From an optimization exercise on the open Yosys and OpenROAD flow, aimed at small area, a short achievable clock period and few clock cycles; shortcuts taken in it are not production practice. Where RTL was checked, it was by simulation tests only, not by an equivalence proof against the original.

== run a ==
==> flow/design.v <==
module wpd_decomp (
    input  wire        clk,
    input  wire        rst,           
    input  wire        in_valid,
    input  wire [7:0]  in_data,
    output wire        in_ready,
    output wire        out_valid,
    output wire [7:0]  out_data,
    input  wire        out_ready,
    output wire        ctx_valid,
    output wire [31:0] ignored_count,
    output wire [1:0]  err_code
);
    localparam [1:0] S_HDR  = 2'd0;
    localparam [1:0] S_PASS = 2'd1;
    localparam [1:0] S_CB   = 2'd2;
    localparam [1:0] S_RUN  = 2'd3;
    reg  [15:0] buf_q;      
    reg  [4:0]  p;          
    reg         in_rdy;
    reg  [1:0]  state;
    reg  [2:0]  cnt;        
    reg         is_accel;
    reg  [2:0]  sel;        
    reg  [3:0]  fcnt;       
    reg  [1:0]  phase;      
    reg         drop;       
    reg  [7:0]  dq;         
    reg         dv;         
    reg         drot;       
    reg         duse;       
    reg  [7:0]  w0, w1, w2;
    reg         vld;
    reg         inc_q;      
    reg  [7:0]  ig0, ig1, ig2, ig3;
    reg         c1, c2, c3;
    reg  [1:0]  err;
    reg         ov;         
    reg  [7:0]  ob;
    reg         ov1;        
    reg  [7:0]  ob1;
    wire adv  = !ov1;
    wire go   = adv && (err == 2'd0);
    wire head_free = !ov || out_ready;
    wire in_fire   = in_valid && in_rdy;
    wire        have8 = p[4] || p[3];
    wire [7:0]  xa    = p[4] ? buf_q[15:8] : buf_q[7:0];
    wire [23:0] wsh   = {buf_q, 8'h00} >> p;
    wire [7:0]  x8    = wsh[7:0];
    wire [7:0] w_next = (dv && drot) ? w1 : w0;
    reg  [3:0] wbits;
    reg  [7:0] dn;
    always @* begin
        case (sel)
            3'd0: begin wbits = 4'd3; dn = (x8[7:5] == 3'b100)   ? {w_next[7:2] == 6'b100000, 7'd0} : {{5{x8[7]}}, x8[7:5]}; end
            3'd1: begin wbits = 4'd4; dn = (x8[7:4] == 4'b1000)  ? {w_next[7:3] == 5'b10000, 7'd0}  : {{4{x8[7]}}, x8[7:4]}; end
            3'd2: begin wbits = 4'd5; dn = (x8[7:3] == 5'b10000) ? {w_next[7:4] == 4'b1000, 7'd0}   : {{3{x8[7]}}, x8[7:3]}; end
            3'd3: begin wbits = 4'd6; dn = (x8[7:2] == 6'b100000 && w_next[7]) ? 8'h80 : {{2{x8[7]}}, x8[7:2]}; end
            3'd4: begin wbits = 4'd8; dn = xa; end
            default: begin wbits = 4'd0; dn = 8'h00; end
        endcase
    end
    wire [2:0] cb_sel  = xa[6:4];
    wire       cb_top  = xa[7];
    wire [3:0] cb_fcm1 = xa[3:0];
    wire cb_still = (cb_sel == 3'd5) && cb_top;
    wire cb_lit   = (cb_sel == 3'd4);
    wire cb_bad   = cb_sel[2] && cb_sel != 3'd4 && !cb_still;
    wire cb_drop  = !cb_lit && !vld;
    wire [4:0] cb_fc = {1'b0, cb_fcm1} + 5'd1;
    reg  [7:0] cb_bits;
    always @* begin
        case (cb_sel[1:0])
            2'd0: cb_bits = {cb_fc, 3'b000} + {3'b000, cb_fc};           
            2'd1: cb_bits = {cb_fc, 3'b000} + {1'b0, cb_fc, 2'b00};      
            2'd2: cb_bits = {cb_fc[3:0], 4'b0000} - {3'b000, cb_fc};     
            default: cb_bits = {cb_fc[3:0], 4'b0000} + {2'b00, cb_fc, 1'b0};   
        endcase
    end
    wire [7:0] cb_bm1  = cb_bits - 8'd1;
    wire [4:0] skip_m1 = cb_bm1[7:3];
    reg  cb_long;
    always @* begin
        case (cb_sel)
            3'd0: cb_long = 1'b0;
            3'd1: cb_long = cb_fcm1 >= 4'd12;
            3'd2: cb_long = cb_fcm1 >= 4'd9;
            3'd3: cb_long = cb_fcm1 >= 4'd8;
            default: cb_long = !cb_still && cb_fcm1 >= 4'd6;
        endcase
    end
    wire [4:0] tag = xa[4:0];
    reg  [2:0] hlen_m1;
    reg        hvalid;
    always @* begin
        hvalid = 1'b1;
        case (tag)
            5'd0: hlen_m1 = 3'd4;
            5'd1: hlen_m1 = 3'd3;
            5'd2: hlen_m1 = 3'd1;
            5'd3: hlen_m1 = {({1'b0, xa[7]} + {1'b0, xa[6]} + {1'b0, xa[5]}), 1'b0};
            5'd4: hlen_m1 = 3'd2;
            5'd5: hlen_m1 = 3'd1;
            5'd7: hlen_m1 = 3'd2;
            5'd8: hlen_m1 = 3'd1;
            default: begin hlen_m1 = 3'd0; hvalid = 1'b0; end
        endcase
    end
    wire take = (phase != 2'd0);
    wire last = drop ? ({phase[0], fcnt} == 5'd0) : (phase == 2'd3) && (fcnt == 4'd0);
    wire [5:0] pmw    = {1'b0, p} - {2'b00, wbits};    
    wire       step   = drop ? have8 : !take || !pmw[5];
    wire [4:0] p_take = take ? pmw[4:0] : p;
    wire [4:0] p_byte = have8 ? {1'b0, p[4], p[2:0]} : p;    
    wire [4:0] p_run  = drop ? p_byte : !step ? p : last ? {p_take[4:3], 3'b000} : p_take;
    wire [4:0] p_al   = !go ? p : (state == S_RUN) ? p_run : p_byte;
    wire [4:0] p_next = in_fire ? {p_al[4] | p_al[3], !p_al[3], p_al[2:0]} : p_al;   
    wire       rdy_next = in_fire ? (p_al == 5'd0) : (p_al <= 5'd8);
    reg set_err;
    always @* begin
        set_err = 1'b0;
        if (go && have8) begin
            if (state == S_HDR) set_err = (tag != 5'd6) && !hvalid;
            if (state == S_CB)  set_err = cb_long || cb_bad;
        end
    end
    wire [7:0] a    = duse ? w0 : 8'h00;
    wire [8:0] s    = {a[7], a} + {dq[7], dq};
    wire [7:0] newv = (s[8] && !s[7]) ? 8'h80 : (!s[8] && s[7]) ? 8'h7f : s[7:0];
    wire       push = adv && dv;
    assign in_ready      = in_rdy;
    assign out_valid     = ov;
    assign out_data      = ob;
    assign ctx_valid     = vld;
    assign ignored_count = {ig3, ig2, ig1, ig0};
    assign err_code      = err;
    always @(posedge clk) begin
        if (head_free)
            ob <= ov1 ? ob1 : newv;
        if (!ov1)
            ob1 <= newv;
        if (in_fire)
            buf_q <= {buf_q[7:0], in_data};
        if (go) begin
            case (state)
                S_HDR: begin
                    dq       <= xa;
                    drot     <= 1'b0;
                    duse     <= 1'b0;
                    is_accel <= (tag == 5'd1);
                    cnt      <= hlen_m1;
                end
                S_PASS: begin
                    dq   <= xa;
                    drot <= is_accel;
                    duse <= 1'b0;
                    if (have8)
                        cnt <= cnt - 3'd1;
                end
                S_CB: begin
                    dq    <= 8'h01;
                    drot  <= 1'b0;
                    duse  <= 1'b0;
                    sel   <= cb_still ? 3'd5 : cb_sel;
                    fcnt  <= cb_drop ? skip_m1[3:0] : cb_fcm1;
                    drop  <= cb_drop;
                    phase <= cb_drop ? {1'b0, skip_m1[4]} : 2'd1;
                end
                default: if (drop) begin
                    if (have8)
                        {phase[0], fcnt} <= {phase[0], fcnt} - 5'd1;
                end else if (step) begin
                    dq   <= take ? dn : 8'h01;
                    drot <= take;
                    duse <= take && (!sel[2] || sel == 3'd5);
                    if (phase == 2'd3) begin
                        phase <= drop ? 2'd1 : 2'd0;
                        fcnt  <= fcnt - 4'd1;
                    end else
                        phase <= phase + 2'd1;
                end
            endcase
        end
    end
    always @(posedge clk) begin
        if (rst) begin
            p       <= 5'd0;
            in_rdy  <= 1'b0;
            state   <= S_HDR;
            dv      <= 1'b0;
            w0      <= 8'd0;
            w1      <= 8'd0;
            w2      <= 8'd0;
            vld     <= 1'b0;
            inc_q   <= 1'b0;
            ig0     <= 8'd0;
            ig1     <= 8'd0;
            ig2     <= 8'd0;
            ig3     <= 8'd0;
            c1      <= 1'b0;
            c2      <= 1'b0;
            c3      <= 1'b0;
            err     <= 2'd0;
            ov      <= 1'b0;
            ov1     <= 1'b0;
        end else begin
            p      <= p_next;
            in_rdy <= (err == 2'd0) && !set_err && rdy_next;
            ov     <= ov1 || push || !head_free;
            ov1    <= !head_free && (ov1 || push);
            inc_q <= 1'b0;
            ig0 <= ig0 + {7'd0, inc_q};
            ig1 <= ig1 + {7'd0, c1};
            ig2 <= ig2 + {7'd0, c2};
            ig3 <= ig3 + {7'd0, c3};
            c1  <= inc_q && (ig0 == 8'hff);
            c2  <= c1 && (ig1 == 8'hff);
            c3  <= c2 && (ig2 == 8'hff);
            if (push && drot) begin
                w0 <= w1;
                w1 <= w2;
                w2 <= newv;
            end
            if (set_err)
                err <= (state == S_CB && !cb_long) ? 2'd2 : 2'd1;
            if (go) begin
                dv <= 1'b0;
                case (state)
                    S_HDR: if (have8 && hvalid && tag != 5'd6) begin
                        dv <= 1'b1;
                        if (tag == 5'd1)
                            vld <= 1'b1;
                        if (hlen_m1 != 3'd0)
                            state <= S_PASS;
                    end else if (have8 && tag == 5'd6)
                        state <= S_CB;
                    S_PASS: if (have8) begin
                        dv <= 1'b1;
                        if (cnt == 3'd1)
                            state <= S_HDR;
                    end
                    S_CB: if (have8 && !cb_long && !cb_bad) begin
                        if (cb_lit)
                            vld <= 1'b1;
                        inc_q <= cb_drop;
                        dv    <= !cb_drop;
                        state <= (cb_drop && cb_still) ? S_HDR : S_RUN;
                    end
                    default: if (step) begin
                        dv <= !drop;
                        if (last)
                            state <= S_HDR;
                    end
                endcase
            end
        end
    end
endmodule
Settings: LEC_CHECK=0, CAP_MARGIN=20, CORE_MARGIN=2, CORE_UTILIZATION=40, SLEW_MARGIN=20; clock period 10.0 ns.
standard.sh (not shown) runs the stock make flow with config.mk's settings and CLKGATE_MAP_FILE= SYNTH_SCRIPT=/design/flow/synth_recipe.tcl, a recipe that flattens the netlist after the stock synthesis.
==> flow/flow/run.sh <==
#!/bin/bash
# Standard layout with plain buffers on the ports, a smaller clock tree
# (8x clock buffers on larger sink clusters, no dummy loads), a denser core
# and timing repair aimed below the 10 ns clock period. ORFS writes each
# tool's full output under orfs/logs; make's output goes to standard.log.
set -euo pipefail
bash standard.sh \
  "BUFFER_PORTS_ARGS=-buffer_cell sky130_fd_sc_hd__buf_1" \
  "SETUP_SLACK_MARGIN=7" \
  "CORE_UTILIZATION=65" \
  "CTS_ARGS=-sink_clustering_enable -repair_clock_nets -dont_use_dummy_load -buf_list sky130_fd_sc_hd__clkbuf_8 -sink_clustering_size 40 -sink_clustering_max_diameter 80" \
  finish > standard.log 2>&1
Testbench counts of run a, summed over its fixed seeds: cycles 89,590.
[inputs] run b vs run a
--- a/flow/design.v
+++ b/flow/design.v
@@ -34,17 +34,14 @@
     reg         inc_q;      
     reg  [7:0]  ig0, ig1, ig2, ig3;
     reg         c1, c2, c3;
     reg  [1:0]  err;
     reg         ov;         
     reg  [7:0]  ob;
-    reg         ov1;        
-    reg  [7:0]  ob1;
-    wire adv  = !ov1;
+    wire adv  = !ov || out_ready;
     wire go   = adv && (err == 2'd0);
-    wire head_free = !ov || out_ready;
     wire in_fire   = in_valid && in_rdy;
     wire        have8 = p[4] || p[3];
     wire [7:0]  xa    = p[4] ? buf_q[15:8] : buf_q[7:0];
     wire [23:0] wsh   = {buf_q, 8'h00} >> p;
     wire [7:0]  x8    = wsh[7:0];
     wire [7:0] w_next = (dv && drot) ? w1 : w0;
@@ -64,24 +61,12 @@
     wire       cb_top  = xa[7];
     wire [3:0] cb_fcm1 = xa[3:0];
     wire cb_still = (cb_sel == 3'd5) && cb_top;
     wire cb_lit   = (cb_sel == 3'd4);
     wire cb_bad   = cb_sel[2] && cb_sel != 3'd4 && !cb_still;
     wire cb_drop  = !cb_lit && !vld;
-    wire [4:0] cb_fc = {1'b0, cb_fcm1} + 5'd1;
-    reg  [7:0] cb_bits;
-    always @* begin
-        case (cb_sel[1:0])
-            2'd0: cb_bits = {cb_fc, 3'b000} + {3'b000, cb_fc};           
-            2'd1: cb_bits = {cb_fc, 3'b000} + {1'b0, cb_fc, 2'b00};      
-            2'd2: cb_bits = {cb_fc[3:0], 4'b0000} - {3'b000, cb_fc};     
-            default: cb_bits = {cb_fc[3:0], 4'b0000} + {2'b00, cb_fc, 1'b0};   
-        endcase
-    end
-    wire [7:0] cb_bm1  = cb_bits - 8'd1;
-    wire [4:0] skip_m1 = cb_bm1[7:3];
     reg  cb_long;
     always @* begin
         case (cb_sel)
             3'd0: cb_long = 1'b0;
             3'd1: cb_long = cb_fcm1 >= 4'd12;
             3'd2: cb_long = cb_fcm1 >= 4'd9;
@@ -104,18 +89,18 @@
             5'd7: hlen_m1 = 3'd2;
             5'd8: hlen_m1 = 3'd1;
             default: begin hlen_m1 = 3'd0; hvalid = 1'b0; end
         endcase
     end
     wire take = (phase != 2'd0);
-    wire last = drop ? ({phase[0], fcnt} == 5'd0) : (phase == 2'd3) && (fcnt == 4'd0);
+    wire last = (phase == 2'd3) && (fcnt == 4'd0);
     wire [5:0] pmw    = {1'b0, p} - {2'b00, wbits};    
-    wire       step   = drop ? have8 : !take || !pmw[5];
+    wire       step   = !take || !pmw[5];
     wire [4:0] p_take = take ? pmw[4:0] : p;
+    wire [4:0] p_run  = !step ? p : last ? {p_take[4:3], 3'b000} : p_take;
     wire [4:0] p_byte = have8 ? {1'b0, p[4], p[2:0]} : p;    
-    wire [4:0] p_run  = drop ? p_byte : !step ? p : last ? {p_take[4:3], 3'b000} : p_take;
     wire [4:0] p_al   = !go ? p : (state == S_RUN) ? p_run : p_byte;
     wire [4:0] p_next = in_fire ? {p_al[4] | p_al[3], !p_al[3], p_al[2:0]} : p_al;   
     wire       rdy_next = in_fire ? (p_al == 5'd0) : (p_al <= 5'd8);
     reg set_err;
     always @* begin
         set_err = 1'b0;
@@ -132,16 +117,14 @@
     assign out_valid     = ov;
     assign out_data      = ob;
     assign ctx_valid     = vld;
     assign ignored_count = {ig3, ig2, ig1, ig0};
     assign err_code      = err;
     always @(posedge clk) begin
-        if (head_free)
-            ob <= ov1 ? ob1 : newv;
-        if (!ov1)
-            ob1 <= newv;
+        if (adv)
+            ob <= newv;
         if (in_fire)
             buf_q <= {buf_q[7:0], in_data};
         if (go) begin
             case (state)
                 S_HDR: begin
                     dq       <= xa;
@@ -159,20 +142,17 @@
                 end
                 S_CB: begin
                     dq    <= 8'h01;
                     drot  <= 1'b0;
                     duse  <= 1'b0;
                     sel   <= cb_still ? 3'd5 : cb_sel;
-                    fcnt  <= cb_drop ? skip_m1[3:0] : cb_fcm1;
+                    fcnt  <= cb_fcm1;
                     drop  <= cb_drop;
-                    phase <= cb_drop ? {1'b0, skip_m1[4]} : 2'd1;
-                end
-                default: if (drop) begin
-                    if (have8)
-                        {phase[0], fcnt} <= {phase[0], fcnt} - 5'd1;
-                end else if (step) begin
+                    phase <= 2'd1;
+                end
+                default: if (step) begin
                     dq   <= take ? dn : 8'h01;
                     drot <= take;
                     duse <= take && (!sel[2] || sel == 3'd5);
                     if (phase == 2'd3) begin
                         phase <= drop ? 2'd1 : 2'd0;
                         fcnt  <= fcnt - 4'd1;
@@ -199,18 +179,16 @@
             ig3     <= 8'd0;
             c1      <= 1'b0;
             c2      <= 1'b0;
             c3      <= 1'b0;
             err     <= 2'd0;
             ov      <= 1'b0;
-            ov1     <= 1'b0;
         end else begin
             p      <= p_next;
             in_rdy <= (err == 2'd0) && !set_err && rdy_next;
-            ov     <= ov1 || push || !head_free;
-            ov1    <= !head_free && (ov1 || push);
+            ov     <= push || !adv;
             inc_q <= 1'b0;
             ig0 <= ig0 + {7'd0, inc_q};
             ig1 <= ig1 + {7'd0, c1};
             ig2 <= ig2 + {7'd0, c2};
             ig3 <= ig3 + {7'd0, c3};
             c1  <= inc_q && (ig0 == 8'hff);
[summary]
- | critical path arrival | lower: run b |
- Diff run a -> run b: non-clock buffer instance count of the final layout fell by about 28%, number of logic inverters in the finished layout stayed essentially flat.
- The critical path required time of run b exceeds that of run a by 0.16 ns.
- Run b went all the way through synthesis, placement and routing and the layout is clean on timing, DRC and antenna.
- Taking run a as the reference point, the synthesized instance count of run b falls by 14%.
- Diff run b and run a: post-route non-filler standard cell count lower in run b
Function not checked in run b: the RTL went through the layout flow alone.

[separate check: timing with driven ports]
The results above use ideal ports. As a check the final layouts listed here were re-extracted and re-timed, cells and wires unchanged.
Step 1 (the two cells are an assumption about what drives the block):
set clk [get_ports {clk}]
set_driving_cell -lib_cell sky130_fd_sc_hd__clkbuf_16 $clk
set_driving_cell -lib_cell sky130_fd_sc_hd__buf_2 [delete_from_list [all_inputs] $clk]
Step 2 moves the port delays by t, midway between the first and last clock arrival at a register: inputs arrive t later, outputs are due t later. That takes back most of the time a late clock gives input paths.
Three values: no drivers, after step 1, after step 2; two values: the first two.
run | shift t [ns] | setup WS [ns] | worst setup path at the end
run a | 0.478 | 6.702 / 6.702 / 6.697 | input to register
run b | 0.458 | 6.910 / 6.881 / 6.423 | input to register
After both steps every run listed still meets setup and hold. The setup slack of run b, which loses most, moves by -0.029 ns with the drivers and by -0.487 ns with both steps.
